Context: an optimization exercise on an open-source flow, tuned for small area and a short achievable clock period. The choices shown serve that exercise and are no tape-out recipe.
The RTL was checked by simulation tests, not by an equivalence proof against the original design.
Power is estimated from default activity; no workload was simulated.

### design.v
module glue_timer (
    input  wire       clk,
    input  wire       rst,         
    input  wire       wr_en,       
    input  wire [2:0] wr_off,      
    input  wire [7:0] wr_data,
    input  wire       tick,
    output wire [7:0] count,       
    output wire       irq
);
    reg [15:0] ticks;
    reg [7:0]  target;
    reg        paused;
    reg        irq_q;
    wire w_target = wr_en && wr_off == 3'd0;
    wire w_reset  = wr_en && wr_off == 3'd2;
    wire w_trig   = wr_en && wr_off == 3'd3;
    wire w_pause  = wr_en && wr_off == 3'd4;
    wire w_cont   = wr_en && wr_off == 3'd5;
    wire w_zero   = w_target || w_reset || w_trig;
    wire n_paused = w_pause || (paused && !(w_zero || w_cont));
    wire n_irq_w  = w_trig || (irq_q && !(w_target || w_reset || w_cont));
    wire do_tick  = tick && !n_paused;
    wire [7:0]  n_target = w_target ? wr_data : target;
    wire        tz       = n_target == 8'd0;
    wire [15:0] t    = w_zero ? 16'd1 : ticks + 16'd1;
    wire        fire = tz ? !t[15] : (t[7:0] == n_target);
    always @(posedge clk) begin
        if (rst) begin
            ticks  <= 16'd0;
            target <= 8'd255;
            paused <= 1'b1;
            irq_q  <= 1'b0;
        end else begin
            target <= n_target;
            paused <= n_paused;
            irq_q  <= n_irq_w || (do_tick && fire);
            if (do_tick)
                ticks <= (fire && !tz) ? 16'd0 : t;
            else if (w_zero)
                ticks <= 16'd0;
        end
    end
    assign count = ticks[7:0];
    assign irq   = irq_q;
endmodule
module glue_disk (
    input  wire        clk,
    input  wire        rst,              
    input  wire        store_open,
    input  wire        store_writable,
    input  wire [40:0] store_size,
    input  wire        wr_en,            
    input  wire        rd_en,            
    input  wire [2:0]  off,              
    input  wire [7:0]  wr_data,
    output reg         status,           
    output reg         pos_in,           
    output wire [40:0] st_addr,
    output wire [7:0]  st_wdata
);
    localparam OK  = 1'b0;
    localparam NOK = 1'b1;
    reg [7:0]  param [0:3];
    reg [40:0] pos;
    wire [31:0] block    = {param[3], param[2], param[1], param[0]};
    wire [31:0] size_blk = store_size[40:9];
    wire        size_lo  = |store_size[8:0];
    wire        blk_lt   = block < size_blk;
    wire        blk_eq   = block == size_blk;
    wire        seek_le  = blk_lt || blk_eq;
    wire        seek_lt  = blk_lt || (blk_eq && size_lo);
    wire [40:0] pos_inc  = pos + 41'd1;
    wire is_data  = off == 3'd5;
    wire is_cmd   = off == 3'd0;
    wire data_rd  = rd_en && is_data;
    wire data_wr  = wr_en && is_data;
    wire xfer     = data_rd || data_wr;
    wire xfer_ok  = store_open && pos_in && (data_rd || store_writable);
    wire do_seek  = store_open && wr_en && is_cmd && wr_data == 8'h01;
    wire do_sel   = store_open && wr_en && is_cmd && wr_data == 8'h00;
    wire do_inc   = xfer && xfer_ok;
    assign st_addr  = pos;
    assign st_wdata = wr_data;
    always @(posedge clk) begin
        if (rst) begin
            status   <= store_open ? OK : NOK;
            param[0] <= 8'h00;
            param[1] <= 8'h00;
            param[2] <= 8'h00;
            param[3] <= 8'h00;
            pos      <= 41'd0;
            pos_in   <= |store_size;
        end else begin
            if (!store_open) begin
                if ((wr_en && off != 3'd6) || data_rd)
                    status <= NOK;
            end else if (do_sel) begin
                status <= OK;
            end else if (do_seek) begin
                status <= seek_le ? OK : NOK;
            end else if (xfer) begin
                status <= xfer_ok ? OK : NOK;
            end
            if (store_open && wr_en && off == 3'd1) param[0] <= wr_data;
            if (store_open && wr_en && off == 3'd2) param[1] <= wr_data;
            if (store_open && wr_en && off == 3'd3) param[2] <= wr_data;
            if (store_open && wr_en && off == 3'd4) param[3] <= wr_data;
            if (do_seek) begin
                pos    <= {block, 9'd0};
                pos_in <= seek_lt;
            end else if (do_inc) begin
                pos    <= pos_inc;
                pos_in <= pos_inc != store_size;
            end
        end
    end
endmodule
module fuzix_glue (
    input  wire        clk,
    input  wire        rst,              
    input  wire        store_open,
    input  wire        store_writable,
    input  wire [40:0] store_size,
    input  wire        bus_valid,
    input  wire        bus_rd,           
    input  wire        bus_sync,         
    input  wire [15:0] bus_addr,
    input  wire [7:0]  bus_wdata,
    output reg         data_drive,       
    output reg  [7:0]  data_out,         
    input  wire        tick,
    output wire        irq,
    output wire        mem_re,
    output wire        mem_we,
    output wire [15:0] mem_addr,
    output wire [7:0]  mem_wdata,
    input  wire [7:0]  mem_rdata,
    output wire        st_re,
    output wire        st_we,
    output wire [40:0] st_addr,
    output wire [7:0]  st_wdata,
    input  wire [7:0]  st_rdata
);
    wire hi_fe   = bus_addr[15:8] == 8'hFE;
    wire in_disk  = hi_fe && bus_addr[7:3] == 5'b01100 && bus_addr[2:0] != 3'd7;
    wire in_timer = hi_fe && bus_addr[7:3] == 5'b10000 && !(bus_addr[2] && bus_addr[1]);
    wire in_mem   = !in_disk && !in_timer;
    wire [2:0] off = bus_addr[2:0];
    wire cyc = bus_valid && !rst;
    wire rd  = cyc && bus_rd;
    wire wr  = cyc && !bus_rd;
    wire pos_in;
    glue_strobe u_strobe (
        .rst            (rst),
        .bus_valid      (bus_valid),
        .bus_rd         (bus_rd),
        .bus_addr       (bus_addr),
        .store_open     (store_open),
        .store_writable (store_writable),
        .pos_in         (pos_in),
        .mem_re         (mem_re),
        .mem_we         (mem_we),
        .st_re          (st_re),
        .st_we          (st_we)
    );
    assign mem_addr  = bus_addr;
    assign mem_wdata = bus_wdata;
    wire [7:0] timer_count;
    glue_timer u_timer (
        .clk     (clk),
        .rst     (rst),
        .wr_en   (wr && in_timer),
        .wr_off  (off),
        .wr_data (bus_wdata),
        .tick    (tick),
        .count   (timer_count),
        .irq     (irq)
    );
    wire       disk_status;
    glue_disk u_disk (
        .clk            (clk),
        .rst            (rst),
        .store_open     (store_open),
        .store_writable (store_writable),
        .store_size     (store_size),
        .wr_en          (wr && in_disk),
        .rd_en          (rd && in_disk),
        .off            (off),
        .wr_data        (bus_wdata),
        .status         (disk_status),
        .pos_in         (pos_in),
        .st_addr        (st_addr),
        .st_wdata       (st_wdata)
    );
    reg [7:0] rdata;
    always @(*) begin
        if (in_disk) begin
            if (off == 3'd6)
                rdata = {7'd0, disk_status};
            else if (off == 3'd5 && store_open && pos_in)
                rdata = st_rdata;
            else
                rdata = 8'h00;
        end else if (in_timer)
            rdata = (off == 3'd1) ? timer_count : 8'h00;
        else
            rdata = mem_rdata;
    end
    always @(posedge clk) begin
        if (rst)
            data_drive <= 1'b0;
        else if (bus_valid)
            data_drive <= bus_rd;
        if (rd)
            data_out <= rdata;
    end
endmodule
module glue_strobe (
    input  wire        rst,
    input  wire        bus_valid,
    input  wire        bus_rd,
    input  wire [15:0] bus_addr,
    input  wire        store_open,
    input  wire        store_writable,
    input  wire        pos_in,
    output wire        mem_re,
    output wire        mem_we,
    output wire        st_re,
    output wire        st_we
);
    wire hi_fe    = bus_addr[15:8] == 8'hFE;
    wire in_disk  = hi_fe && bus_addr[7:3] == 5'b01100 && bus_addr[2:0] != 3'd7;
    wire in_timer = hi_fe && bus_addr[7:3] == 5'b10000 && !(bus_addr[2] && bus_addr[1]);
    wire is_data  = hi_fe && bus_addr[7:0] == 8'h65;
    wire cyc      = bus_valid && !rst;
    wire xfer     = cyc && is_data && store_open && pos_in;
    assign mem_re = cyc && bus_rd && !in_disk && !in_timer;
    assign mem_we = cyc && !bus_rd && !in_disk && !in_timer;
    assign st_re  = xfer && bus_rd;
    assign st_we  = xfer && !bus_rd && store_writable;
endmodule
### flow/run.sh
#!/bin/bash
# Own flow: the standard layout (standard.sh: ORFS with the standard flow's
# synthesis script and steps), with two changes to how the layout is made:
#  - ABC maps the logic with the classic delay-driven mapper (map -D, then
#    buffering and gate sizing) from flow/abc_map.script instead of ORFS's
#    abc_speed.script; registers are not touched by ABC, so the registers,
#    their names and their cells are those of the standard synthesis;
#  - the port buffers are the small sky130_fd_sc_hd__buf_1 instead of the
#    default delay-cell buffer; repair_design/repair_timing resize them
#    afterwards wherever timing or slew needs it.
# ORFS's scripts folder is copied here and only abc_speed.script replaced.
set -euo pipefail
rm -rf scripts
cp -r "$FLOW_HOME/scripts" scripts
cp flow/abc_map.script scripts/abc_speed.script
export SCRIPTS_DIR="$PWD/scripts"
export BUFFER_PORTS_ARGS="-buffer_cell sky130_fd_sc_hd__buf_1"
bash standard.sh > standard.log 2>&1
### flow/abc_map.script
strash
dch
map -D 1500
buffer -c
topo
stime -c
upsize -c -D 1500
dnsize -c -D 1500
### standard.sh
#!/bin/bash
# synth_recipe.tcl (not shown) runs the flow's synth.tcl, then flattens the netlist and writes it again
# the make line also repeats each setting of config.mk as NAME=value (left out here)
make -C /OpenROAD-flow-scripts/flow DESIGN_CONFIG=/design/flow/config.mk WORK_HOME=/design/flow/orfs CLKGATE_MAP_FILE= SYNTH_SCRIPT=/design/flow/synth_recipe.tcl "${@:-finish}"
### config.mk
export PLATFORM = sky130hd
export DESIGN_NAME = fuzix_glue
export DESIGN_NICKNAME = fuzix_glue
export VERILOG_FILES = /design/flow/design.v
export SDC_FILE = /design/flow/constraint.sdc
export NUM_CORES = 4
export LEC_CHECK = 0
export CAP_MARGIN = 20
export CORE_MARGIN = 2
export CORE_UTILIZATION = 70
export SETUP_SLACK_MARGIN = 1.6
export SLEW_MARGIN = 20
### constraint.sdc
create_clock -name core_clock -period 4.5 [get_ports {clk}]
set_input_delay 0.9000 -clock core_clock [delete_from_list [all_inputs] [get_ports {clk}]]
set_output_delay 0.9000 -clock core_clock [all_outputs]
set_load 0.01 [all_outputs]
==> results of run 1 <==
## final cells by class
cell class	count	area, µm²
repair inverters	1	7.51
fillers	728	1770
clock buffers	10	149
multi-input cells	777	4870
clock inverters	6	52.6
flip-flops and latches	110	2310
inverters	115	450
well taps	140	175
repair buffers	216	1010
## how the worst min path moves through the flow
stage,start,to,slack [ns],depth (start not counted)
2_1_floorplan,u_timer.target[5],u_timer.target[5],0.44,2
3_3_place_gp,u_timer.target[4],u_timer.target[4],0.45,2
3_5_place_dp,u_timer.target[4],u_timer.target[4],0.46,2
4_1_cts,u_timer.ticks[9],u_timer.ticks[9],0.48,2
5_1_grt,u_timer.ticks[9],u_timer.ticks[9],0.50,2
6_report,u_timer.ticks[9],u_timer.ticks[9],0.48,2
## flip-flops by register name, indices dropped and copies added (netlist names)
| name | cells |
|---|---|
| u_timer.paused | 1 |
| u_disk.pos_in | 1 |
| u_disk.param | 32 |
| u_timer.target | 8 |
| data_drive | 1 |
| u_disk.status | 1 |
| u_timer.ticks | 16 |
| u_disk.pos | 41 |
| u_timer.irq_q | 1 |
| data_out | 8 |
## layout by cell type, fill, tap and decap left out, types with 5 or more instances in the layout
| master | instances |
|---|---|
| nand2_1 | 164 |
| buf_1 | 164 |
| a21oi_1 | 117 |
| inv_1 | 104 |
| dfxtp_1 | 92 |
| o21ai_0 | 61 |
| nor2_1 | 56 |
| xor2_1 | 51 |
| nand4_1 | 47 |
| nand3_1 | 44 |
| buf_4 | 37 |
| ha_1 | 34 |
| a22oi_1 | 30 |
| nor3_1 | 27 |
| xnor2_1 | 16 |
| nor4_1 | 13 |
| edfxtp_1 | 10 |
| nor2_2 | 9 |
| or2_2 | 9 |
| clkbuf_8 | 9 |
| nor4_4 | 7 |
| nand2_2 | 7 |
| a31oi_1 | 7 |
| dfxtp_2 | 7 |
| nor2_4 | 6 |
| nor3_2 | 6 |
| clkbuf_2 | 6 |
| inv_2 | 5 |
| nand3_2 | 5 |
| o21ai_1 | 5 |
## power by group
group | internal, mW | leakage (nW) | switching (mW)
combinational | 0.0638 | 2.44 | 0.134
sequential | 0.992 | 0.903 | 0.00185
clock | 0.245 | 0.107 | 0.387
total | 1.30 | 3.44 | 0.523
## cell families after synthesis
family	Yosys count	share of synthesized area
flops	110	0.299
simple gates	428	0.276
buf+inv	182	0.109
compound gates	246	0.183
fa+ha+maj	34	0.0553
xor+xnor	68	0.0774
## stage by stage
step           std cells  area [µm²]
2_1_floorplan       1068        7720
3_3_place_gp        1323        8200
3_5_place_dp        1323        8200
4_1_cts             1352        8630
5_1_grt             1375        9030
6_report            1375        9030
## repair_timing
action | CTS | global route
hold buffers | 0 | 0
endpoints found under the setup margin | 90 | 82
pin swaps | 8 | 16
resized for setup | 28 | 65
cloned | 2 | 0
setup buffers | 11 | 23
## worst min-delay path: cells and delay by family (launching register included)
| family | cells | cell delay, ns |
|---|---|---|
| compound gates | 1 | 0.05 |
| flops | 1 | 0.33 |
| simple gates | 1 | 0.06 |
## metal layers
| metal | vias up | part of all wire | global-route usage |
|---|---|---|---|
| li1 | 3984 | - | - |
| met1 | 3962 | 0.39 | 0.516 |
| met2 | 637 | 0.45 | 0.606 |
| met3 | 121 | 0.11 | 0.0640 |
| met4 | 0 | 0.049 | 0.178 |
| met5 | - | 0 | 0 |
==> impl_metrics.csv, run 1 <==
group,metric,value,unit
min_path,hold_class,"register to register",
critical_path,path_class,"input port to register",
timing,hold_viol_final,0,
critical_path,timing.critical_path.from,"bus_addr[4]",
routing,via_per_inst,6.33,
clocking,cts_made_buffers,9,
timing,min_period,2.94,ns
critical_path,cp.arrival,3.27,ns
routing,wl,24700,µm
global_route,grt_pass1_wl,35400,µm
critical_path,crit_slowest_cell,"nor4_4",
timing,finClkSkew,0.0130,ns
yosys,synthCells,1068,
power_and_ir_drop,leakage,3.44,nW
critical_path,critical_path_depth,10,
clocking,cts_tree,"done",
critical_path,critPathMostFrequentCell,"nor4_4",
critical_path,crit_path_start_kind,"input port",
critical_path,critPathTopFamily,"simple AND/OR/NAND/NOR gates",
critical_path,crit_buf_inv,3,
power_and_ir_drop,powerDensity,202,mW/mm²
final_layout,antenna_cells,0,
critical_path,required,4.82,ns
floorplanning,rows,38,
timing,maxSlewViolCount,0,
final_layout,fin_nets,1353,
yosys,synth_ff_type,"dfxtp_1",
floorplanning,dieArea,0.0119,mm²
routing,wl_per_cell,18.0,µm
final_layout,utilization,0.836,
yosys,ys_warn_count,4,
yosys,ys_seq_elements,110,
yosys,synth_common_cells,"nand2_1 (173), a21oi_1 (119), inv_1 (111)",
yosys,yosys.area.top_type_share,0.260,
yosys,synthTopCellsByArea,"dfxtp_1 (26%), nand2_1 (8.4%), a21oi_1 (7.7%)",
critical_path,rr_worst_depth,10,
power_and_ir_drop,power.total,1.82,mW
critical_path,crit_fanout,16,
critical_path,crit_chain,"buf_1, or2_4, nor4_4, buf_4, nand3_4, nor3_2, inv_1, nor4_4, o21ai_0, a21oi_1",
floorplanning,start_util,0.713,
yosys,yosysSeqAreaShare,0.299,
global_route,grt_pass1_vias,7252,
critical_path,reg2reg_slack,1.56,ns
flow_run,drv_cap,0,
yosys,synthArstFlopShare,0,
critical_path,max_stage_delay,0.60,ns
power_and_ir_drop,peakVddDrop,187,µV
yosys,yosysTopAreaCell,"dfxtp_1",
global_route,grt_overflow,0,
yosys,syn_area,0.00770,mm²
placed_design,gp_congestion,0.968,
timing,timing.hold.ws,0.478,ns
global_route,antenna_found_initial,0,
routing,drc,0,
critical_path,rr_startpoint,"u_disk.pos[10]",
routing,drtIter0Drc,1080,
yosys,synth_edf_count,10,
critical_path,critPathCaptureType,"register",
timing,fin_crit_sh,0.654,
clocking,cts_root_buf,"clkbuf_8",
global_route,grt.total_usage,0.385,
routing,ant_nets,0,
critical_path,r2r_end,"u_disk.pos_in",
placed_design,dp_hpwl,17100,µm
global_route,grt_max_degree,53,
final_layout,drive_gt1_frac,0.136,
timing,max_slew.worst_pin.slew,0.733,ns
critical_path,crit_end,"u_disk.param[0][1]",
floorplanning,ios,176,
floorplanning,design.core.area,0.0108,mm²
placed_design,place_ws,0.787,ns
timing,setup_viol,0,
floorplanning,die_x,109,µm
floorplanning,die_h,109,µm
routing,dr.pass1.iters,8,
clocking,clk_pin_slew_worst_paths,0.11,ns
final_layout,syn2layout_area_growth,17.3,%
yosys,yosysMostFrequentCell,"nand2_1",
timing,timing.final.ws_setup,1.56,ns
yosys,postSynthAreaPerCell,7.21,µm²
outcome,status,"timing/DRC/antenna clean",
routing,vias,8704,
clocking,htreeDepth,3,
yosys,synth_fp_nets,1191,
timing,tns,0,ns
clocking,cts_sinks,110,
clocking,clockBufferDepth,2,
timing,slew_headroom,0.508,
timing,rsz0062_at_grt,"true",
timing,max_freq,340,MHz
clocking,insertion_delay,0.41,ns
yosys,synth.distinct_cells,51,
placed_design,numPortBuffers,174,
==> run 2: changes to the inputs <==
--- a/config.mk
+++ b/config.mk
@@ -7,6 +7,6 @@
 export LEC_CHECK = 0
 export CAP_MARGIN = 20
 export CORE_MARGIN = 2
-export CORE_UTILIZATION = 70
+export CORE_UTILIZATION = 65
 export SETUP_SLACK_MARGIN = 1.6
 export SLEW_MARGIN = 20
==> run 2 against run 1 <==
  * Sequential power about the same
  * Clock skew down 0.0055 ns
  * Setup slack worse by 0.064 ns
  * Register-to-register slack better by 0.06 ns
  * Count of clock-buffer cells in the layout unchanged
  * Clock power up 28%
  * Cell area up 3.3%
  * Non-clock buffer count up 4
  * Largest cell class unchanged
  * Area after synthesis unchanged
  * Global-route usage down 2.9 points
  * Routed wire length up 0.68%
==> impl_metrics.csv, run 2 <==
group,metric,value,unit
final_layout,top_register,"u_disk.pos",
yosys,synth.distinct_cells,51,
power_and_ir_drop,p_sw_frac,0.273,
power_and_ir_drop,seq_power_share,0.497,
yosys,yosysMostFrequentCell,"nand2_1",
placed_design,dp_cells,1326,
final_layout,fin_nets,1357,
final_layout,final_cell_mix,"nand2_1 (169), buf_1 (167), a21oi_1 (114), inv_1 (106), dfxtp_1 (93)",
critical_path,max_stage_delay,0.30,ns
timing,fin_crit_sh,0.669,
routing,vias,8560,
yosys,synth_common_cells,"nand2_1 (173), a21oi_1 (119), inv_1 (111)",
clocking,cts_made_buffers,9,
critical_path,r2r_end,"u_disk.pos_in",
timing,rsz0062_at_grt,"true",
yosys,synth_edf_count,10,
clocking,cts_tree,"done",
timing,slew_headroom,0.512,
critical_path,crit_slowest_cell,"nor3b_4",
routing,via_per_inst,6.19,
yosys,synth_ff_type,"dfxtp_1",
yosys,ys_seq_elements,110,
yosys,synthArstFlopShare,0,
critical_path,crit_chain,"buf_1, inv_1, nand4_1, nor2_4, nand4_4, nor2_4, buf_12, nand2_8, buf_6, o21ai_4, xnor2_2, nor3b_4, nand4_4, nand4_1, a21oi_2",
clocking,cts_sinks,110,
timing,max_freq,332,MHz
final_layout,top_regs,"u_disk.pos: 41 flops, u_disk.param: 32 flops, u_timer.ticks: 16 flops",
global_route,grt_overflow,0,
min_path,hp-start,"u_timer.ticks[9]",
power_and_ir_drop,p_int,1.45,mW
critical_path,cp.arrival,3.24,ns
placed_design,dp_hpwl,17200,µm
global_route,grt_pass1_wl,36300,µm
power_and_ir_drop,powerDensity,214,mW/mm²
routing,dr.pass1.iters,7,
critical_path,reg2reg_slack,1.62,ns
floorplanning,dieArea,0.0127,mm²
routing,ant_nets,0,
timing,min_period,3.01,ns
final_layout,largest_reg_flops,41,
clocking,cts_hold_buffers,0,
power_and_ir_drop,power.share.clock,0.405,
final_layout,antenna_cells,0,
yosys,synthTopCellsByArea,"dfxtp_1 (26%), nand2_1 (8.4%), a21oi_1 (7.7%)",
final_layout,drive_gt1_frac,0.150,
clocking,htreeDepth,3,
critical_path,crit_fanout,8,
yosys,postSynthAreaPerCell,7.21,µm²
min_path,holdPathEnd,"u_timer.ticks[9]",
yosys,synth_fp_nets,1191,
routing,drc,0,
global_route,grt_use_met1,0.497,
timing,timing.hold.ws,0.469,ns
floorplanning,die_x,113,µm
global_route,use_met3,0.0600,
critical_path,critPathCaptureType,"register",
placed_design,gp_congestion,0.954,
floorplanning,design.core.area,0.0115,mm²
clocking,insertion_delay,0.37,ns
timing,setup_viol,0,
flow_run,drv_cap,0,
yosys,synthCells,1068,
critical_path,crit_path_start_kind,"input port",
clocking,cts_root_buf,"clkbuf_16",
global_route,grt-busiest-layer,"met2",
critical_path,required,4.73,ns
yosys,yosysTopAreaCell,"dfxtp_1",
routing,wl,24900,µm
power_and_ir_drop,power.total,2.00,mW
power_and_ir_drop,combinationalPowerShare,0.098,
global_route,antenna_found_initial,0,
global_route,grt_util_met2,0.557,
global_route,grt_max_degree,53,
clocking,clockBufferDepth,2,
final_layout,syn2layout_area_growth,21.1,%
timing,maxSlewViolCount,0,
yosys,ys_warn_count,4,
final_layout,layout.cells.non_filler,1382,
clocking,clk_pin_slew_worst_paths,0.08,ns
power_and_ir_drop,p_sw,0.545,mW
outcome,status,"timing/DRC/antenna clean",
yosys,yosysSeqAreaShare,0.299,
floorplanning,ios,176,
critical_path,rr_worst_depth,10,
floorplanning,start_util,0.671,
global_route,grt.total_usage,0.355,
timing,tns,0,ns
final_layout,final_common_cell,"nand2_1",
yosys,yosys.area.top_type_share,0.260,
timing,finClkSkew,0.00745,ns
placed_design,numPortBuffers,174,
global_route,grt_pass1_vias,7269,
power_and_ir_drop,peakVddDrop,200,µV
floorplanning,die_h,113,µm
routing,drtIter0Drc,934,
yosys,syn_area,0.00770,mm²
routing,wl_per_cell,18.0,µm
power_and_ir_drop,leakage,3.57,nW
critical_path,path_class,"input port to register",
floorplanning,rows,39,
timing,hold_viol_final,0,
placed_design,dpl-instance-area,0.00821,mm²
min_path,holdPathStages,2,
timing,max_slew.worst_pin.slew,0.726,ns
min_path,hold_class,"register to register",
critical_path,rr_startpoint,"u_disk.pos[10]",
final_layout,final_cell_area,0.00933,mm²
[run 2: changes by cell type in the layout (fill, tap and decap cells not counted), sizes merged]
| cell | before | now |
|---|---|---|
| buf | 209 | 216 |
| clkbuf | 17 | 14 |
| clkinvlp | 4 | 3 |
| nand2 | 174 | 175 |
[run 2: layer usage]
layer  wire length, µm  up-vias
met4               970        0
met5                 0        -
met1             10000     3887
li1                  -     4002
met2             11300      577
met3              2580       94
[run 2: cells by family after synthesis]
logic type      after synthesis  synth area share
compound gates              246             0.183
fa+ha+maj                    34            0.0553
flops                       110             0.299
buf+inv                     182             0.109
xor+xnor                     68            0.0774
simple gates                428             0.276
[run 2: cell type report]
class | instances | area (µm²)
Sequential cell | 110 | 2320
Fill cell | 831 | 2140
Tap cell | 143 | 179
Multi-Input combinational cell | 778 | 5010
Clock inverter | 6 | 53.8
Clock buffer | 10 | 239
Inverter | 115 | 450
Timing Repair Buffer | 220 | 1070
[run 2: power by group through the flow]
stage          Combinational (mW)  Clock (mW)  Sequential, mW
2_1_floorplan               0.114           0            1.02
3_3_place_gp                0.174           0            1.02
3_5_place_dp                0.177           0            1.02
4_1_cts                     0.182       0.801           0.994
5_1_grt                     0.211       0.842           0.993
6_report                    0.195       0.810           0.993
[run 2: worst max-delay path, delay by kind of cell]
kind	cells	cell delay, ns
and+or+nand+nor	8	1.54
AOI/OAI and AO/OA	2	0.26
buffers and inverters	4	0.43
xor gates and xnor gates	1	0.10
[run 2: worst max-delay path by stage]
stage | from | end | slack (ns) | cells after the start
after CTS | bus_addr[4] | mem_we | 1.57 | 7
final | bus_addr[8] | u_timer.ticks[3] | 1.49 | 15
after global routing | bus_addr[8] | u_timer.ticks[11] | 1.37 | 15
after floorplan | bus_addr[8] | u_timer.ticks[9] | 1.58 | 15
after global placement | bus_addr[4] | u_disk.pos[24] | 0.95 | 9
after detailed placement | bus_addr[4] | u_disk.pos[18] | 0.94 | 11
[run 2: per-stage QoR]
stage / worst slack (ns) / util
final: 1.49 / 0.813
after CTS: 1.57 / 0.764
after floorplan: 1.58 / -
after global routing: 1.37 / 0.813
after detailed placement: 0.939 / 0.716
after global placement: 0.952 / 0.716
[run 2: timing repair]
action / CTS / global route
cloned: 1 / 1
resized for setup: 33 / 81
buffers inserted: 12 / 26
pin swaps: 10 / 31
setup endpoints to repair: 93 / 95
==> run 3: changes to the inputs <==
--- a/config.mk
+++ b/config.mk
@@ -7,6 +7,6 @@
 export LEC_CHECK = 0
 export CAP_MARGIN = 20
 export CORE_MARGIN = 2
-export CORE_UTILIZATION = 65
-export SETUP_SLACK_MARGIN = 1.6
+export CORE_UTILIZATION = 60
+export SETUP_SLACK_MARGIN = 1.8
 export SLEW_MARGIN = 20
==> run 3 against run 2 <==
  * Die area up 8.0%
  * Clock skew up 0.0024 ns
  * Sequential share of layout area down 0.33 points
  * Fmax up 1.8%
  * Synthesized cell count unchanged
  * Combinational power about the same
  * Sequential power about the same
  * Core utilization down 6.3 points
  * Area after synthesis unchanged
  * Critical path type is now input port to primary output
  * Critical endpoint is now mem_we
  * Largest cell class unchanged
==> impl_metrics.csv, run 3 <==
group,metric,value,unit
global_route,grt_max_degree,53,
timing,fin_crit_sh,0.657,
clocking,insertion_delay,0.37,ns
yosys,synth_ff_type,"dfxtp_1",
power_and_ir_drop,peakVddDrop,201,µV
floorplanning,die_h,117,µm
timing,hold_viol_final,0,
yosys,yosys.area.top_type_share,0.260,
critical_path,crit_path_start_kind,"input port",
routing,wl,23900,µm
timing,min_period,2.95,ns
global_route,antenna_found_initial,0,
yosys,yosysMostFrequentCell,"nand2_1",
critical_path,critPathMostFrequentCell,"buf_4",
critical_path,critPathCaptureType,"primary output",
yosys,ys_warn_count,4,
power_and_ir_drop,p_sw_frac,0.278,
clocking,cts_root_buf,"clkbuf_16",
critical_path,cp.arrival,2.05,ns
final_layout,largest_reg_flops,41,
timing,setup_viol,0,
global_route,grt_pass1_vias,7253,
power_and_ir_drop,power.total,2.01,mW
power_and_ir_drop,p_int,1.45,mW
critical_path,timing.critical_path.from,"bus_addr[8]",
final_layout,final_cell_mix,"nand2_1 (168), buf_1 (162), a21oi_1 (114), inv_1 (101), dfxtp_1 (94)",
floorplanning,design.core.area,0.0126,mm²
clocking,htreeDepth,3,
yosys,synth_common_cells,"nand2_1 (173), a21oi_1 (119), inv_1 (111)",
min_path,hp-start,"data_drive",
final_layout,antenna_cells,0,
placed_design,gp_congestion,0.999,
clocking,clk_pin_slew_worst_paths,0.08,ns
power_and_ir_drop,p_sw,0.557,mW
timing,maxSlewViolCount,0,
routing,wl_per_cell,17.0,µm
floorplanning,die_x,117,µm
yosys,ys_seq_elements,110,
timing,finClkSkew,0.00984,ns
floorplanning,dieArea,0.0138,mm²
final_layout,utilization,0.751,
critical_path,crit_chain,"buf_8, clkinv_8, nand4_1, nor2_4, nand4_4, buf_4, buf_4, clkinvlp_4, nor3_1, clkbuf_2",
yosys,yosysSeqAreaShare,0.299,
placed_design,numPortBuffers,174,
yosys,synth_fp_nets,1191,
yosys,synthArstFlopShare,0,
floorplanning,ios,176,
routing,via_per_inst,5.87,
yosys,postSynthAreaPerCell,7.21,µm²
final_layout,top_regs,"u_disk.pos: 41 flops, u_disk.param: 32 flops, u_timer.ticks: 16 flops",
flow_run,drv_cap,0,
critical_path,rr_startpoint,"u_disk.pos[3]",
final_layout,drive_gt1_frac,0.161,
clocking,cts_made_buffers,9,
floorplanning,start_util,0.612,
yosys,syn_area,0.00770,mm²
final_layout,top_register,"u_disk.pos",
clocking,cts_sinks,110,
global_route,grt.total_usage,0.345,
placed_design,dp_hpwl,17200,µm
power_and_ir_drop,powerDensity,213,mW/mm²
critical_path,crit_fanout,3,
floorplanning,rows,41,
yosys,yosysTopAreaCell,"dfxtp_1",
clocking,cts_tree,"done",
critical_path,reg2reg_slack,1.65,ns
yosys,synthCells,1068,
routing,drtIter0Drc,725,
critical_path,critPathTopFamily,"buffers and inverters",
power_and_ir_drop,combinationalPowerShare,0.099,
power_and_ir_drop,power.share.clock,0.406,
yosys,synth_edf_count,10,
routing,ant_nets,0,
routing,vias,8272,
final_layout,final_common_cell,"nand2_1",
critical_path,crit_buf_inv,6,
power_and_ir_drop,seq_power_share,0.495,
outcome,status,"timing/DRC/antenna clean",
power_and_ir_drop,leakage,3.55,nW
routing,drc,0,
critical_path,path_class,"input port to primary output",
global_route,grt_overflow,0,
critical_path,required,3.60,ns
timing,tns,0,ns
timing,max_slew.worst_pin.slew,0.708,ns
global_route,grt_pass1_wl,36600,µm
final_layout,syn2layout_area_growth,22.6,%
min_path,hold_class,"register to register",
yosys,synthTopCellsByArea,"dfxtp_1 (26%), nand2_1 (8.4%), a21oi_1 (7.7%)",
final_layout,n_fill_cell,1018,
timing,rsz0062_at_grt,"true",
yosys,synth.distinct_cells,51,
critical_path,max_stage_delay,0.19,ns
critical_path,crit_slowest_cell,"nor2_4",
final_layout,fin_nets,1355,
routing,dr.pass1.iters,5,
clocking,clockBufferDepth,2,
timing,max_freq,338,MHz
timing,slew_headroom,0.525,
-- run 3: cell type report --
class	count	area, µm²	share of cell area
clock buffers	9	225	0.0239
flip-flops and latches	110	2310	0.245
multi-input cells	777	5040	0.534
repair buffers	219	1100	0.116
well taps	172	215	0.0228
clock inverters	7	71.3	0.00756
inverters	115	475	0.0504
-- run 3: cells by family (layout without fill, tap and decap cells) --
logic type | after synthesis | after routing | share of synthesized area
buf+inv | 182 | 350 | 0.109
compound gates | 246 | 246 | 0.183
fa+ha+maj | 34 | 34 | 0.0553
flops | 110 | 110 | 0.299
xor+xnor | 68 | 68 | 0.0774
simple gates | 428 | 429 | 0.276
-- run 3: per-stage QoR --
step | instance area (µm²) | cells | worst slack, ns | hold WS [ns]
2_1_floorplan | 7810 | 1068 | 1.58 | 0.438
3_3_place_gp | 8290 | 1354 | 0.762 | 0.452
3_5_place_dp | 8290 | 1354 | 0.712 | 0.459
4_1_cts | 9280 | 1402 | 1.64 | 0.472
5_1_grt | 9430 | 1409 | 1.48 | 0.495
6_report | 9430 | 1409 | 1.55 | 0.475
-- run 3: worst paths after layout --
| kind | end | cells past startpoint |
|---|---|---|
| setup reg to reg | u_disk.pos_in | 13 |
| hold / removal | data_drive | 2 |
| setup / recovery | mem_we | 10 |
| hold reg to reg | data_drive | 2 |
-- run 3: timing repair --
action                                  4_1_cts  5_1_grt
resized for setup                            93       27
endpoints found under the setup margin       98       98
pin swaps                                    34       23
cloned                                        1        0
hold buffers                                  0        0
setup buffers                                31        7
-- run 3: routing by layer --
layer | routed length [µm] | up-vias | track usage
met5 | 0 | - | 0
met4 | 603 | 0 | 0.120
met3 | 1830 | 52 | 0.0530
met2 | 11000 | 370 | 0.552
met1 | 10500 | 3867 | 0.476
li1 | - | 3983 | -
-- run 3: worst register-to-register path: stages (launching register included) --
cell	delay, ns
dfxtp_2	0.39
nand2_1	0.17
nor2_2	0.21
nand3_4	0.15
nor3_4	0.31
nand2_1	0.17
nor2_2	0.16
xor2_1	0.22
and2_1	0.16
o2111ai_1	0.13
nor2_2	0.16
nand4_1	0.13
o21ai_1	0.14
nand2_1	0.10
-- run 3: power by group through the flow --
stage               Clock (mW)  Combinational, mW  Sequential [mW]
finish                   0.815              0.198            0.993
CTS                      0.819              0.189            0.993
detailed placement           0              0.179             1.02
global route             0.856              0.217            0.994
global placement             0              0.178             1.02
floorplan                    0              0.119             1.02
==> run 4: changes to the inputs <==
--- a/config.mk
+++ b/config.mk
@@ -8,5 +8,5 @@
 export CAP_MARGIN = 20
 export CORE_MARGIN = 2
 export CORE_UTILIZATION = 60
-export SETUP_SLACK_MARGIN = 1.8
+export SETUP_SLACK_MARGIN = 1.5
 export SLEW_MARGIN = 20
==> run 4 against run 3 <==
  * Sequential power is essentially flat
  * Core utilization fell by 4.1 points
  * Flip-flop and latch count unchanged
  * Synthesized cell count unchanged
  * Largest power group unchanged
  * Highest routed layer unchanged
==> impl_metrics.csv, run 4 <==
group,metric,value,unit
outcome,status,"timing/DRC/antenna clean",
floorplanning,design.core.area,0.0126,mm²
yosys,synthCells,1068,
floorplanning,ios,176,
flow_run,drv_cap,0,
power_and_ir_drop,peakVddDrop,197,µV
placed_design,dpl-instance-area,0.00825,mm²
yosys,syn_area,0.00770,mm²
clocking,clockBufferDepth,2,
clocking,cts_root_buf,"clkbuf_16",
final_layout,n_fill_cell,1142,
critical_path,crit_fanout,4,
placed_design,gp_congestion,0.992,
clocking,htreeDepth,3,
global_route,grt.total_usage,0.333,
final_layout,utilization,0.709,
timing,fin_crit_sh,0.673,
routing,dr.pass1.iters,7,
routing,drc,0,
timing,maxSlewViolCount,0,
yosys,synth_fp_nets,1191,
floorplanning,start_util,0.612,
routing,wl,23500,µm
final_layout,antenna_cells,0,
timing,finClkSkew,0.00980,ns
critical_path,path_class,"register to register",
clocking,cts_tree,"done",
clocking,insertion_delay,0.36,ns
final_layout,multiInputGateArea,0.00472,mm²
critical_path,cp.arrival,3.15,ns
routing,wl_per_cell,16.8,µm
final_layout,final_cell_area,0.00892,mm²
placed_design,numPortBuffers,174,
yosys,synth_common_cells,"nand2_1 (173), a21oi_1 (119), inv_1 (111)",
clocking,clk_pin_slew_worst_paths,0.08,ns
placed_design,place_ws,0.936,ns
timing,min_period,3.03,ns
yosys,synthTopCellsByArea,"dfxtp_1 (26%), nand2_1 (8.4%), a21oi_1 (7.7%)",
clocking,cts_sinks,110,
critical_path,crit_path_start_kind,"register",
final_layout,fin_nets,1342,
timing,slew_headroom,0.526,
yosys,ys_warn_count,4,
critical_path,rr_worst_depth,12,
final_layout,seq_area,0.00230,mm²
timing,hold_viol_final,0,
yosys,synth_ff_type,"dfxtp_1",
timing,tns,0,ns
global_route,antenna_found_initial,0,
placed_design,dp_hpwl,17600,µm
final_layout,largest_reg_flops,41,
timing,setup_viol,0,
timing,max_freq,330,MHz
routing,via_per_inst,5.84,
routing,drtIter0Drc,651,
floorplanning,dieArea,0.0138,mm²
yosys,synth.distinct_cells,51,
power_and_ir_drop,leakage,3.38,nW
floorplanning,rows,41,
global_route,grt_pass1_wl,35100,µm
critical_path,required,4.62,ns
final_layout,syn2layout_area_growth,15.8,%
final_layout,top_regs,"u_disk.pos: 41 flops, u_disk.param: 32 flops, u_timer.ticks: 16 flops",
global_route,grt_max_degree,53,
routing,vias,8149,
floorplanning,die_h,117,µm
critical_path,reg2reg_slack,1.47,ns
clocking,cts_made_buffers,9,
global_route,grt_overflow,0,
power_and_ir_drop,power.total,2.00,mW
timing,rsz0062_at_grt,"true",
global_route,grt_pass1_vias,6980,
critical_path,critPathCaptureType,"register",
yosys,yosysSeqAreaShare,0.299,
critical_path,crit_end,"u_disk.pos_in",
routing,ant_nets,0,
final_layout,final_cell_mix,"nand2_1 (171), buf_1 (171), a21oi_1 (119), inv_1 (109), dfxtp_1 (99)",
timing,max_slew.worst_pin.slew,0.708,ns
yosys,ys_seq_elements,110,
yosys,yosys.area.top_type_share,0.260,
critical_path,rr_startpoint,"u_disk.pos[9]",
final_layout,drive_gt1_frac,0.0899,
min_path,hold_class,"register to register",
yosys,yosysTopAreaCell,"dfxtp_1",
final_layout,top_register,"u_disk.pos",
power_and_ir_drop,powerDensity,224,mW/mm²
critical_path,r2r_end,"u_disk.pos_in",
yosys,yosysMostFrequentCell,"nand2_1",
yosys,postSynthAreaPerCell,7.21,µm²
timing,timing.final.ws_setup,1.47,ns
floorplanning,die_x,117,µm
yosys,synthArstFlopShare,0,
yosys,synth_edf_count,10,
critical_path,timing.critical_path.from,"u_disk.pos[9]",
run 4: cell counts after synthesis:
Identical to the previous run, type by type.
run 4: worst min path at each step:
stage                      start                 to  slack (ns)  depth (start not counted)
3_5_place_dp          data_drive         data_drive        0.46                          2
2_1_floorplan  u_timer.target[5]  u_timer.target[5]        0.44                          2
6_report        u_timer.ticks[9]   u_timer.ticks[9]        0.47                          2
5_1_grt        u_timer.target[5]  u_timer.target[5]        0.51                          2
3_3_place_gp   u_timer.target[5]  u_timer.target[5]        0.45                          2
4_1_cts         u_timer.ticks[9]   u_timer.ticks[9]        0.47                          2
run 4: layout make-up:
type	count	share of cell area
multi-input combinational	777	0.529
sequential	110	0.258
timing repair buffer	206	0.105
inverter	115	0.0500
clock buffer	9	0.0253
tap	172	0.0241
clock inverter	7	0.00800
run 4: what timing repair did:
item	4_1_cts	5_1_grt
setup buffers	5	16
hold buffers	0	0
pin swaps	6	12
setup endpoints to repair	74	83
gates cloned	1	0
gates resized for setup	19	17
run 4: critical path: stages, from the launching register on:
cell and delay, ns:
dfxtp_1 0.43, inv_1 0.12, nor2_1 0.21, nand3_1 0.27, nor4_4 0.38, nand2_1 0.15
xor2_1 0.21, nand2_1 0.13, o2111ai_1 0.14, nor4_2 0.35, nand4_1 0.17, o21ai_1 0.15
nand2_1 0.07
run 4: per-stage QoR:
stage / hold slack [ns] / std cells
after floorplan: 0.438 / 1068
after global placement: 0.451 / 1358
after detailed placement: 0.459 / 1358
after CTS: 0.471 / 1380
after global routing: 0.505 / 1396
final: 0.467 / 1396
run 4: power breakdown:
group	internal, mW	total (mW)	leakage (nW)	switching [mW]
registers	0.992	0.994	0.899	0.00156
logic	0.0592	0.187	2.33	0.128
clock network	0.395	0.820	0.148	0.425
run 4: cell families (layout without fill, tap and decap cells):
| group | Yosys count | after routing | share of synthesized area |
|---|---|---|---|
| simple gates | 428 | 429 | 0.276 |
| compound gates | 246 | 246 | 0.183 |
| buf+inv | 182 | 337 | 0.109 |
| flops | 110 | 110 | 0.299 |
| xor+xnor | 68 | 68 | 0.0774 |
| fa+ha+maj | 34 | 34 | 0.0553 |
run 4: metal layers:
layer  vias to the layer above  share of wire  wire (µm)  track usage
met2                       366           0.45      10500        0.512
met1                      3774           0.44      10500        0.475
met5                         -              0          0            0
met4                         0          0.025        597        0.106
met3                        49          0.082       1920       0.0602
li1                       3960              -          -            -
==> run 5: changes to the inputs <==
--- a/design.v
+++ b/design.v
@@ -21,10 +21,18 @@
     wire n_paused = w_pause || (paused && !(w_zero || w_cont));
     wire n_irq_w  = w_trig || (irq_q && !(w_target || w_reset || w_cont));
     wire do_tick  = tick && !n_paused;
-    wire [7:0]  n_target = w_target ? wr_data : target;
-    wire        tz       = n_target == 8'd0;
-    wire [15:0] t    = w_zero ? 16'd1 : ticks + 16'd1;
-    wire        fire = tz ? !t[15] : (t[7:0] == n_target);
+    wire        tz     = target == 8'd0;
+    wire [7:0]  need   = ticks[7:0] ^ target;
+    wire [7:0]  cout   = ticks[7:0] & ~target;
+    wire        hit    = need[0] && !cout[7] && (cout[6:0] == need[7:1]);
+    wire        neg1   = ticks[15] ^ (&ticks[14:0]);    
+    wire        fire_r = tz ? !neg1 : hit;
+    wire        wrap_r = fire_r && !tz;              
+    wire        fire_z = w_target ? (wr_data[7:1] == 7'd0) : (target[7:1] == 7'd0);
+    wire        one_z  = w_target ? (wr_data != 8'd1) : (target != 8'd1);
+    wire [15:0] t_add;
+    glue_inc #(.W(16), .G(4)) u_inc (.a(ticks), .ci(do_tick), .y(t_add));
+    wire        clr    = w_zero || (do_tick && wrap_r);
     always @(posedge clk) begin
         if (rst) begin
             ticks  <= 16'd0;
@@ -32,17 +40,49 @@
             paused <= 1'b1;
             irq_q  <= 1'b0;
         end else begin
-            target <= n_target;
+            if (w_target)
+                target <= wr_data;
             paused <= n_paused;
-            irq_q  <= n_irq_w || (do_tick && fire);
-            if (do_tick)
-                ticks <= (fire && !tz) ? 16'd0 : t;
-            else if (w_zero)
-                ticks <= 16'd0;
+            irq_q  <= n_irq_w || (do_tick && (w_zero ? fire_z : fire_r));
+            if (clr)
+                ticks <= {15'd0, w_zero && do_tick && one_z};
+            else
+                ticks <= t_add;
         end
     end
     assign count = ticks[7:0];
     assign irq   = irq_q;
+endmodule
+module glue_inc #(
+    parameter W = 16,
+    parameter G = 4
+) (
+    input  wire [W-1:0] a,
+    input  wire         ci,
+    output wire [W-1:0] y
+);
+    localparam NG = (W + G - 1) / G;
+    wire [NG-1:0] ones;      
+    wire [NG-1:0] pg;        
+    genvar g, i;
+    generate
+        for (g = 0; g < NG; g = g + 1) begin : grp
+            if ((g + 1) * G <= W)
+                assign ones[g] = &a[(g + 1) * G - 1 : g * G];
+            else
+                assign ones[g] = &a[W - 1 : g * G];
+            if (g == 0)
+                assign pg[g] = 1'b1;
+            else
+                assign pg[g] = &ones[g - 1 : 0];
+        end
+        for (i = 0; i < W; i = i + 1) begin : bits
+            if (i % G == 0)
+                assign y[i] = a[i] ^ (ci & pg[i / G]);
+            else
+                assign y[i] = a[i] ^ (ci & pg[i / G] & (&a[i - 1 : (i / G) * G]));
+        end
+    endgenerate
 endmodule
 module glue_disk (
     input  wire        clk,
==> run 5 against run 4 <==
  * Combinational power rose by 5%
  * Power down 0.87%
  * First-iteration DRC count is 40% higher
  * Area after synthesis down 0.28%
  * Routed wire length is 0.19% lower
  * Worst hold slack improved by 0.0072 ns
  * Fmax decreased by 1.6%
  * Flip-flop and latch count did not move
  * Via count fell by 1.3%
==> impl_metrics.csv, run 5 <==
group,metric,value,unit
final_layout,final_common_cell,"buf_1",
global_route,grt_overflow,0,
final_layout,multiInputGateArea,0.00466,mm²
yosys,synthTopCellsByArea,"dfxtp_1 (26%), ha_1 (7.0%), nand2_1 (6.7%)",
yosys,synthCells,1046,
critical_path,cp.arrival,3.19,ns
yosys,synth_compound_area_frac,0.192,
placed_design,numPortBuffers,174,
yosys,synth_top_family_by_area,"simple AND/OR/NAND/NOR gates",
timing,min_period,3.08,ns
timing,max_slew.worst_pin.slew,0.741,ns
yosys,postSynthAreaPerCell,7.34,µm²
timing,max_freq,325,MHz
clocking,htreeDepth,3,
final_layout,syn2layout_area_growth,15.5,%
timing,setup_viol,0,
routing,drc,0,
placed_design,dp_cells,1341,
routing,dr.pass1.iters,5,
timing,hold_viol_final,0,
yosys,synth.distinct_cells,58,
routing,drtIter0Drc,913,
floorplanning,ios,176,
timing,tns,0,ns
global_route,antenna_found_initial,0,
clocking,cts_made_buffers,9,
placed_design,dp_hpwl,17700,µm
yosys,yosysTopAreaCell,"dfxtp_1",
timing,timing.final.ws_setup,1.42,ns
power_and_ir_drop,powerDensity,224,mW/mm²
critical_path,required,4.61,ns
floorplanning,dieArea,0.0137,mm²
global_route,grt.total_usage,0.331,
yosys,synth_fp_nets,1178,
timing,fin_crit_sh,0.684,
timing,slew_headroom,0.502,
final_layout,top_regs,"u_disk.pos: 41 flops, u_disk.param: 32 flops, u_timer.ticks: 16 flops",
yosys,yosys.area.top_type_share,0.261,
critical_path,reg2reg_slack,1.42,ns
clocking,cts_tree,"done",
routing,wl,23400,µm
timing,timing.hold.ws,0.475,ns
clocking,clockBufferDepth,2,
critical_path,path_class,"register to register",
placed_design,place_ws,0.785,ns
final_layout,antenna_cells,0,
floorplanning,die_h,117,µm
power_and_ir_drop,power.total,1.98,mW
power_and_ir_drop,leakage,3.53,nW
routing,wl_per_cell,17.0,µm
final_layout,final_cell_area,0.00886,mm²
global_route,grt_pass1_vias,6790,
routing,vias,8042,
clocking,cts_sinks,110,
final_layout,n_fill_cell,1132,
final_layout,utilization,0.705,
floorplanning,design.core.area,0.0126,mm²
timing,rsz0062_at_grt,"true",
final_layout,top_register,"u_disk.pos",
final_layout,fin_nets,1331,
yosys,synth-simple-area-share,0.266,
yosys,synth_common_cells,"nand2_1 (136), inv_1 (129), dfxtp_1 (100)",
yosys,synthArstFlopShare,0,
clocking,cts_root_buf,"clkbuf_16",
critical_path,crit_fanout,7,
floorplanning,start_util,0.611,
routing,ant_nets,0,
floorplanning,die_x,117,µm
placed_design,gp_congestion,1.04,
final_layout,layout.cells.non_filler,1376,
placed_design,dpl-instance-area,0.00825,mm²
final_layout,largest_reg_flops,41,
yosys,ys_warn_count,4,
yosys,yosys.area_share.adder,0.0701,
flow_run,drv_cap,0,
global_route,grt_pass1_wl,34800,µm
final_layout,seq_area,0.00230,mm²
yosys,yosysSeqAreaShare,0.300,
outcome,status,"timing/DRC/antenna clean",
timing,finClkSkew,0.00792,ns
yosys,ys_seq_elements,110,
timing,maxSlewViolCount,0,
floorplanning,rows,41,
yosys,yosysMostFrequentCell,"nand2_1",
final_layout,final_cell_mix,"buf_1 (165), nand2_1 (133), inv_1 (127), dfxtp_1 (100), a21oi_1 (99)",
min_path,hold_class,"register to register",
yosys,synth_ff_type,"dfxtp_1",
final_layout,drive_gt1_frac,0.107,
clocking,insertion_delay,0.36,ns
yosys,synth.mux.area_fraction,0.00130,
yosys,synth_edf_count,10,
clocking,clk_pin_slew_worst_paths,0.08,ns
routing,via_per_inst,5.84,
yosys,synth-xor-area-share,0.0582,
power_and_ir_drop,peakVddDrop,239,µV
yosys,syn_area,0.00768,mm²
global_route,grt_max_degree,43,
critical_path,crit_path_start_kind,"register",
critical_path,critPathCaptureType,"register",
==> run 5: path summary, 6_finish.rpt <==
path | startpoint | endpoint | cells past startpoint
min | data_drive | data_drive | 2
min reg2reg | data_drive | data_drive | 2
max reg2reg | u_disk.pos[16] | u_disk.pos_in | 14
max | u_disk.pos[16] | u_disk.pos_in | 14
==> run 5: layer usage <==
| layer | vias to the layer above | GRT usage | share of wire | wire length, µm |
|---|---|---|---|---|
| met5 | - | 0 | 0 | 0 |
| met3 | 44 | 0.0536 | 0.090 | 2120 |
| met2 | 408 | 0.495 | 0.43 | 10200 |
| met1 | 3682 | 0.488 | 0.45 | 10600 |
| li1 | 3908 | - | - | - |
| met4 | 0 | 0.109 | 0.024 | 555 |
==> run 5: report_power, final <==
group | switching (mW) | internal, mW | total (mW)
sequential | 0.00147 | 0.992 | 0.994
combinational | 0.133 | 0.0639 | 0.197
clock | 0.404 | 0.389 | 0.793
total | 0.538 | 1.45 | 1.98
==> run 5: what timing repair did <==
item	4_1_cts	5_1_grt
hold buffers	0	0
pin swaps	2	13
gates resized for setup	15	41
buffers inserted	2	17
endpoints found under the setup margin	49	50
==> run 5: worst max-delay path, cell delays in order (launching register included) <==
cell     delay (ns)
dfxtp_1        0.52
nand2_2        0.12
nor3_4         0.27
nand3_2        0.15
nor4_4         0.43
nand3_1        0.19
inv_1          0.09
nand2_1        0.07
and2_1         0.16
nand2_1        0.05
nand4_1        0.10
nor3_1         0.31
nand4_1        0.12
o21ai_1        0.16
nand2_1        0.09
==> run 5: final cells by class <==
class,instances,share of cell area
clock buffers,10,0.0258
multi-input cells,745,0.526
clock inverters,6,0.00607
flip-flops and latches,110,0.260
inverters,134,0.0568
repair buffers,199,0.101
well taps,172,0.0243
==> run 5: cells by family after synthesis <==
logic type                 after synthesis
and+or+nand+nor                        404
AOI/OAI and AO/OA                      246
buffers and inverters                  191
DFF                                    110
xor gates and xnor gates                51
adders and majority gates               43
muxes                                    1
==> run 6: changes to the inputs <==
--- a/config.mk
+++ b/config.mk
@@ -7,6 +7,6 @@
 export LEC_CHECK = 0
 export CAP_MARGIN = 20
 export CORE_MARGIN = 2
-export CORE_UTILIZATION = 60
-export SETUP_SLACK_MARGIN = 1.5
+export CORE_UTILIZATION = 65
+export SETUP_SLACK_MARGIN = 1.7
 export SLEW_MARGIN = 20
==> run 6 against run 5 <==
  * Still clean
  * Combinational power up 7%
  * Fmax rose by 2.9%
  * Routed wire length increased by 12%
  * Worst hold slack worse by 0.0022 ns
  * Largest cell class unchanged
==> impl_metrics.csv, run 6 <==
group,metric,value,unit
outcome,status,"timing/DRC/antenna clean",
timing,min_period,2.99,ns
yosys,synth_ff_type,"dfxtp_1",
routing,dr.pass1.iters,7,
routing,vias,8675,
yosys,synth-simple-area-share,0.266,
min_path,hold_class,"register to register",
floorplanning,die_x,113,µm
yosys,yosys.area_share.adder,0.0701,
clocking,cts_sinks,110,
yosys,synth-xor-area-share,0.0582,
yosys,yosys.area.top_type_share,0.261,
yosys,yosysTopAreaCell,"dfxtp_1",
critical_path,r2r_end,"u_disk.pos_in",
timing,setup_viol,0,
critical_path,crit_chain,"nand4_1, buf_4, nor4_2, nand2_2, xnor2_2, xor2_1, nand3_1, a2111oi_4, buf_4, nand4_1, o21ai_1, nand2_1",
timing,rsz0062_at_grt,"true",
final_layout,final_cell_area,0.00954,mm²
power_and_ir_drop,powerDensity,219,mW/mm²
timing,max_slew.worst_pin.slew,0.848,ns
timing,tns,0,ns
final_layout,syn2layout_area_growth,24.3,%
routing,via_per_inst,6.30,
routing,wl,26300,µm
global_route,grt_pass1_vias,7329,
yosys,synth_top_family_by_area,"simple AND/OR/NAND/NOR gates",
power_and_ir_drop,leakage,3.88,nW
power_and_ir_drop,peakVddDrop,292,µV
critical_path,crit_slowest_cell,"dfxtp_1",
timing,slew_headroom,0.429,
timing,maxSlewViolCount,0,
critical_path,required,4.62,ns
final_layout,antenna_cells,0,
global_route,grt_max_degree,43,
routing,wl_per_cell,19.0,µm
final_layout,final_common_cell,"buf_1",
floorplanning,dieArea,0.0127,mm²
clocking,cts_hold_buffers,0,
floorplanning,ios,176,
placed_design,numPortBuffers,174,
timing,finClkSkew,0.00613,ns
min_path,holdPathEnd,"data_drive",
yosys,yosysSeqAreaShare,0.300,
critical_path,path_class,"register to register",
clocking,clockBufferDepth,2,
yosys,synth.distinct_cells,58,
yosys,synth.mux.area_fraction,0.00130,
routing,drc,0,
placed_design,dpl-instance-area,0.00825,mm²
routing,ant_nets,0,
global_route,grt_overflow,0,
critical_path,reg2reg_slack,1.51,ns
yosys,synth_edf_count,10,
global_route,antenna_found_initial,0,
final_layout,top_regs,"u_disk.pos: 41 flops, u_disk.param: 32 flops, u_timer.ticks: 16 flops",
yosys,synth_compound_area_frac,0.192,
yosys,synthArstFlopShare,0,
critical_path,rr_worst_depth,12,
yosys,ys_warn_count,4,
yosys,yosysMostFrequentCell,"nand2_1",
yosys,synth_fp_nets,1178,
yosys,synthCells,1046,
routing,drtIter0Drc,1123,
placed_design,dp_hpwl,17900,µm
floorplanning,die_h,113,µm
clocking,clk_pin_slew_worst_paths,0.08,ns
timing,hold_viol_final,0,
critical_path,cp.arrival,3.11,ns
critical_path,crit_fanout,7,
flow_run,drv_cap,0,
final_layout,final_cell_mix,"buf_1 (157), nand2_1 (127), inv_1 (124), a21oi_1 (98), dfxtp_1 (81)",
critical_path,critPathCaptureType,"register",
clocking,insertion_delay,0.37,ns
final_layout,fin_nets,1362,
global_route,grt.total_usage,0.375,
min_path,holdPathStages,2,
clocking,cts_root_buf,"clkbuf_16",
critical_path,crit_path_start_kind,"register",
yosys,synth_common_cells,"nand2_1 (136), inv_1 (129), dfxtp_1 (100)",
yosys,postSynthAreaPerCell,7.34,µm²
yosys,synthTopCellsByArea,"dfxtp_1 (26%), ha_1 (7.0%), nand2_1 (6.7%)",
min_path,hp-start,"data_drive",
yosys,ys_seq_elements,110,
timing,fin_crit_sh,0.665,
global_route,grt_pass1_wl,37600,µm
clocking,htreeDepth,3,
final_layout,drive_gt1_frac,0.192,
clocking,cts_made_buffers,9,
timing,max_freq,334,MHz
placed_design,gp_congestion,0.988,
clocking,cts_tree,"done",
yosys,syn_area,0.00768,mm²
final_layout,top_register,"u_disk.pos",
final_layout,largest_reg_flops,41,
floorplanning,rows,39,
critical_path,rr_startpoint,"u_disk.pos[10]",
floorplanning,design.core.area,0.0115,mm²
floorplanning,start_util,0.669,
critical_path,max_stage_delay,0.51,ns
-- run 6: cell counts after synthesis --
Identical to the previous run, type by type.
-- run 6: worst max path at each step --
stage,from,to,slack [ns],cells after the start
finish,u_disk.pos[10],u_disk.pos_in,1.51,12
global route,bus_addr[8],u_disk.param[1][7],1.42,13
CTS,bus_addr[3],st_re,1.56,9
detailed placement,bus_addr[0],u_disk.pos[35],0.90,12
global placement,bus_addr[0],u_disk.pos[10],0.97,10
floorplan,bus_addr[5],u_timer.ticks[12],1.59,14
-- run 6: metal layers --
layer	up-vias	GRT usage	part of all wire
met5	-	0	0
met3	93	0.0648	0.13
met1	3958	0.539	0.39
li1	3957	-	-
met4	0	0.111	0.034
met2	667	0.578	0.45
-- run 6: timing repair --
item | CTS | global route
pin swaps | 22 | 45
setup endpoints to repair | 88 | 91
buffers inserted | 25 | 23
resized for setup | 47 | 106
-- run 6: where the power goes --
group          internal (mW)  total, mW  switching (mW)
Combinational         0.0678      0.211           0.144
Sequential             0.990      0.992         0.00187
Clock                  0.453      0.886           0.433
-- run 6: kinds of logic (layout without fill, tap and decap cells) --
family | after synthesis | after routing
mux | 1 | 1
xor+xnor | 51 | 51
flops | 110 | 110
simple gates | 404 | 404
fa+ha+maj | 43 | 43
buf+inv | 191 | 380
compound gates | 246 | 246
-- run 6: area by class of cell --
class / instances / area [µm²]
multi-input combinational: 745 / 5000
sequential: 110 / 2340
fill: 754 / 1930
timing repair buffer: 230 / 1190
inverter: 134 / 514
clock buffer: 9 / 225
tap: 143 / 179
clock inverter: 7 / 100
-- run 6: critical path: cells and delay by family (launching register included) --
family / cells / cell delay [ns]
AOI/OAI and AO/OA: 2 / 0.39
DFF: 1 / 0.51
and+or+nand+nor: 6 / 1.02
xor gates and xnor gates: 2 / 0.46
buffers and inverters: 2 / 0.37
-- run 6: stage by stage --
stage          hold slack [ns]  worst slack, ns  total power, mW  utilization  std cells
6_report                 0.472             1.51             2.09        0.832       1378
5_1_grt                  0.517             1.42             2.13        0.832       1378
4_1_cts                  0.471             1.56             2.06        0.780       1355
3_5_place_dp             0.457            0.899             1.20        0.719       1314
3_3_place_gp             0.458            0.973             1.20        0.719       1314
2_1_floorplan            0.449             1.59             1.14            -       1046
==> run 7: changes to the inputs <==
--- a/config.mk
+++ b/config.mk
@@ -8,5 +8,5 @@
 export CAP_MARGIN = 20
 export CORE_MARGIN = 2
 export CORE_UTILIZATION = 65
-export SETUP_SLACK_MARGIN = 1.7
+export SETUP_SLACK_MARGIN = 1.6
 export SLEW_MARGIN = 20
==> run 7 against run 6 <==
  * Non-clock buffer count down 27
  * Power decreased by 3.2%
  * Clock skew increased by 0.0025 ns
  * Via count down 3.9%
  * Still clean on timing, DRC and antenna
  * Flip-flop and latch count unchanged
  * First-iteration DRC count shrank 3.0%
  * Combinational power down 7%
  * Sequential share of layout area increased by 1.2 points
  * Clock power down 5.9%
  * Worst hold slack improved by 0.0064 ns
  * Core utilization down 4.3 points
  * Setup slack better by 0.0045 ns
==> impl_metrics.csv, run 7 <==
group,metric,value,unit
outcome,status,"timing/DRC/antenna clean",
critical_path,path_class,"input port to primary output",
timing,rsz0062_at_grt,"true",
routing,vias,8336,
floorplanning,die_h,113,µm
floorplanning,dieArea,0.0127,mm²
final_layout,n_fill_cell,878,
global_route,grt_pass1_wl,37100,µm
clocking,clk_pin_slew_worst_paths,0.08,ns
placed_design,numPortBuffers,174,
yosys,synthTopCellsByArea,"dfxtp_1 (26%), ha_1 (7.0%), nand2_1 (6.7%)",
critical_path,crit_path_start_kind,"input port",
critical_path,timing.critical_path.from,"bus_addr[4]",
timing,tns,0,ns
floorplanning,start_util,0.669,
yosys,syn_area,0.00768,mm²
critical_path,required,3.60,ns
clocking,clockBufferDepth,2,
yosys,synth_ff_type,"dfxtp_1",
final_layout,antenna_cells,0,
flow_run,drv_cap,0,
yosys,yosysTopAreaCell,"dfxtp_1",
global_route,antenna_found_initial,0,
clocking,cts_sinks,110,
clocking,cts_tree,"done",
critical_path,critical_path_depth,9,
timing,hold_viol_final,0,
timing,setup_viol,0,
critical_path,max_stage_delay,0.24,ns
clocking,insertion_delay,0.37,ns
global_route,grt_overflow,0,
final_layout,top_register,"u_disk.pos",
critical_path,crit_end,"st_re",
critical_path,crit_fanout,3,
timing,max_freq,335,MHz
final_layout,drive_gt1_frac,0.140,
power_and_ir_drop,powerDensity,224,mW/mm²
power_and_ir_drop,leakage,3.64,nW
critical_path,critPathTopFamily,"simple AND/OR/NAND/NOR gates",
floorplanning,ios,176,
routing,ant_nets,0,
yosys,yosys.area.top_type_share,0.261,
global_route,grt.total_usage,0.367,
final_layout,top_regs,"u_disk.pos: 41 flops, u_disk.param: 32 flops, u_timer.ticks: 16 flops",
clocking,cts_hold_buffers,0,
yosys,synth_common_cells,"nand2_1 (136), inv_1 (129), dfxtp_1 (100)",
critical_path,rr_worst_depth,14,
critical_path,crit_slowest_cell,"nor3_2",
floorplanning,rows,39,
routing,via_per_inst,6.17,
critical_path,cp.arrival,2.09,ns
critical_path,reg2reg_slack,1.60,ns
timing,finClkSkew,0.00866,ns
critical_path,crit_chain,"buf_1, nor2_4, nand4_1, nor3_2, nand2_1, nor2_2, nand2_2, nor2_1, buf_2",
final_layout,layout.cells.non_filler,1351,
placed_design,dp_cells,1314,
yosys,yosysSeqAreaShare,0.300,
yosys,synth_fp_nets,1178,
placed_design,dp_hpwl,17700,µm
power_and_ir_drop,peakVddDrop,218,µV
final_layout,fin_nets,1335,
timing,fin_crit_sh,0.664,
routing,wl_per_cell,18.0,µm
timing,maxSlewViolCount,0,
clocking,cts_root_buf,"clkbuf_16",
routing,dr.pass1.iters,6,
final_layout,final_common_cell,"buf_1",
final_layout,utilization,0.789,
routing,wl,24300,µm
routing,drc,0,
critical_path,rr_startpoint,"u_disk.pos[0]",
yosys,postSynthAreaPerCell,7.34,µm²
routing,drtIter0Drc,1089,
floorplanning,die_x,113,µm
final_layout,final_cell_mix,"buf_1 (165), nand2_1 (130), inv_1 (126), a21oi_1 (98), dfxtp_1 (88)",
clocking,htreeDepth,3,
yosys,ys_seq_elements,110,
critical_path,r2r_end,"u_disk.pos_in",
final_layout,largest_reg_flops,41,
critical_path,crit_buf_inv,2,
critical_path,critPathCaptureType,"primary output",
timing,min_period,2.99,ns
timing,max_slew.worst_pin.slew,0.782,ns
placed_design,gp_congestion,0.977,
min_path,hold_class,"register to register",
yosys,synth_edf_count,10,
timing,slew_headroom,0.478,
yosys,synthArstFlopShare,0,
yosys,ys_warn_count,4,
yosys,yosysMostFrequentCell,"nand2_1",
min_path,hp-start,"u_timer.ticks[8]",
yosys,synth.distinct_cells,58,
final_layout,syn2layout_area_growth,17.8,%
floorplanning,design.core.area,0.0115,mm²
global_route,grt_pass1_vias,7261,
yosys,synthCells,1046,
clocking,cts_made_buffers,9,
global_route,grt_max_degree,42,
==> run 7: cell counts after synthesis <==
Identical to the previous run, type by type.
==> run 7: worst min-delay path by stage <==
stage                                    to  slack [ns]  cells past startpoint
after CTS                        data_drive        0.48                      2
after global placement    u_timer.ticks[14]        0.46                      2
final                      u_timer.ticks[8]        0.48                      2
after global routing             data_drive        0.52                      2
after detailed placement         data_drive        0.47                      2
after floorplan           u_timer.ticks[14]        0.45                      2
==> run 7: report_power, final <==
| group | internal (mW) | total [mW] | switching, mW | leakage (nW) |
|---|---|---|---|---|
| clock network | 0.401 | 0.834 | 0.433 | 0.146 |
| registers | 0.990 | 0.992 | 0.00161 | 0.905 |
| logic | 0.0630 | 0.197 | 0.134 | 2.59 |
==> run 7: kinds of logic (layout without fill, tap and decap cells) <==
group	after synthesis	in the layout	share of synthesized area
fa+ha+maj	43	43	0.0701
compound gates	246	246	0.192
simple gates	404	404	0.266
buf+inv	191	353	0.112
mux	1	1	0.00130
xor+xnor	51	51	0.0582
flops	110	110	0.300
==> run 7: cell type report <==
cell class              instances  area, µm²  share of cell area
well taps                     143        179              0.0198
flip-flops and latches        110       2320               0.257
repair buffers                203        927               0.103
inverters                     134        507              0.0560
clock buffers                   9        225              0.0249
clock inverters                 7       80.1             0.00885
multi-input cells             745       4800               0.531
==> run 7: worst register-to-register path, cell delays in order, from the launching register on <==
cell and delay, ns:
dfxtp_4 0.39, ha_1 0.17, inv_1 0.07, nor2_4 0.21, nand2_1 0.12, nor2_2 0.16, nand2_2 0.12, nor3_2 0.18
or2_2 0.14, nand3_1 0.17, a2111oi_2 0.41, buf_4 0.19, nand4_1 0.10, o21ai_1 0.15, nand2_1 0.08
==> run 7: per-layer routing <==
layer | GRT usage | routed length (µm) | vias to the layer above
met5 | 0 | 0 | -
met4 | 0.144 | 909 | 0
met3 | 0.0599 | 2750 | 81
met2 | 0.545 | 10400 | 541
met1 | 0.534 | 10200 | 3804
li1 | - | - | 3910
==> run 7: per-stage QoR <==
step                      hold slack, ns  setup WS, ns  instance area (µm²)  power, mW
after detailed placement           0.469         0.907                 8250       1.20
final                              0.479          1.51                 9040       2.02
after floorplan                    0.449          1.59                 7700       1.14
after global routing               0.517          1.42                 9040       2.08
after global placement             0.464         0.959                 8250       1.20
after CTS                          0.481          1.57                 8670       2.02
==> run 7: what timing repair did <==
item,in CTS,in global routing
endpoints found under the setup margin,66,80
gates resized for setup,21,70
cloned,0,0
pin swaps,7,17
setup buffers,5,16

## re-timing with driven ports
Ports are ideal in the flow. The routed layouts listed here were re-timed in OpenROAD.
Step 1, drivers: a clkbuf_16 drives clk and a buf_2 each remaining input, both assumed.
Step 2 times the ports against the registers' clock, not the clock port: input delays grow and output delays shrink by t, the midpoint of the rising clock arrivals with the driver on.
Slacks: ideal / step 1 / step 2; pairs: ideal / step 1.
run	t, ns	setup WS [ns]	clock arrival spread, ns	slew at the worst register clock pin (ns)	worst slew at a driven data input, ns
run 1	0.439	1.555 / 1.522 / 1.125	0.014 / 0.014	0.12 / 0.12	0.06
run 2	0.405	1.491 / 1.512 / 1.107	0.008 / 0.008	0.08 / 0.08	0.04
run 3	0.410	1.546 / 1.494 / 1.208	0.010 / 0.010	0.08 / 0.08	0.06
run 4	0.406	1.472 / 1.472 / 1.217	0.013 / 0.013	0.08 / 0.08	0.05
run 5	0.399	1.423 / 1.423 / 1.202	0.008 / 0.008	0.08 / 0.08	0.06
run 6	0.407	1.510 / 1.496 / 1.247	0.008 / 0.008	0.08 / 0.08	0.05
run 7	0.403	1.514 / 1.479 / 1.312	0.009 / 0.009	0.09 / 0.09	0.04
After both steps setup and hold are still met in every run listed. For run 1, which loses most, drivers alone change the setup slack by -0.033 ns; drivers and shift together by -0.430 ns.
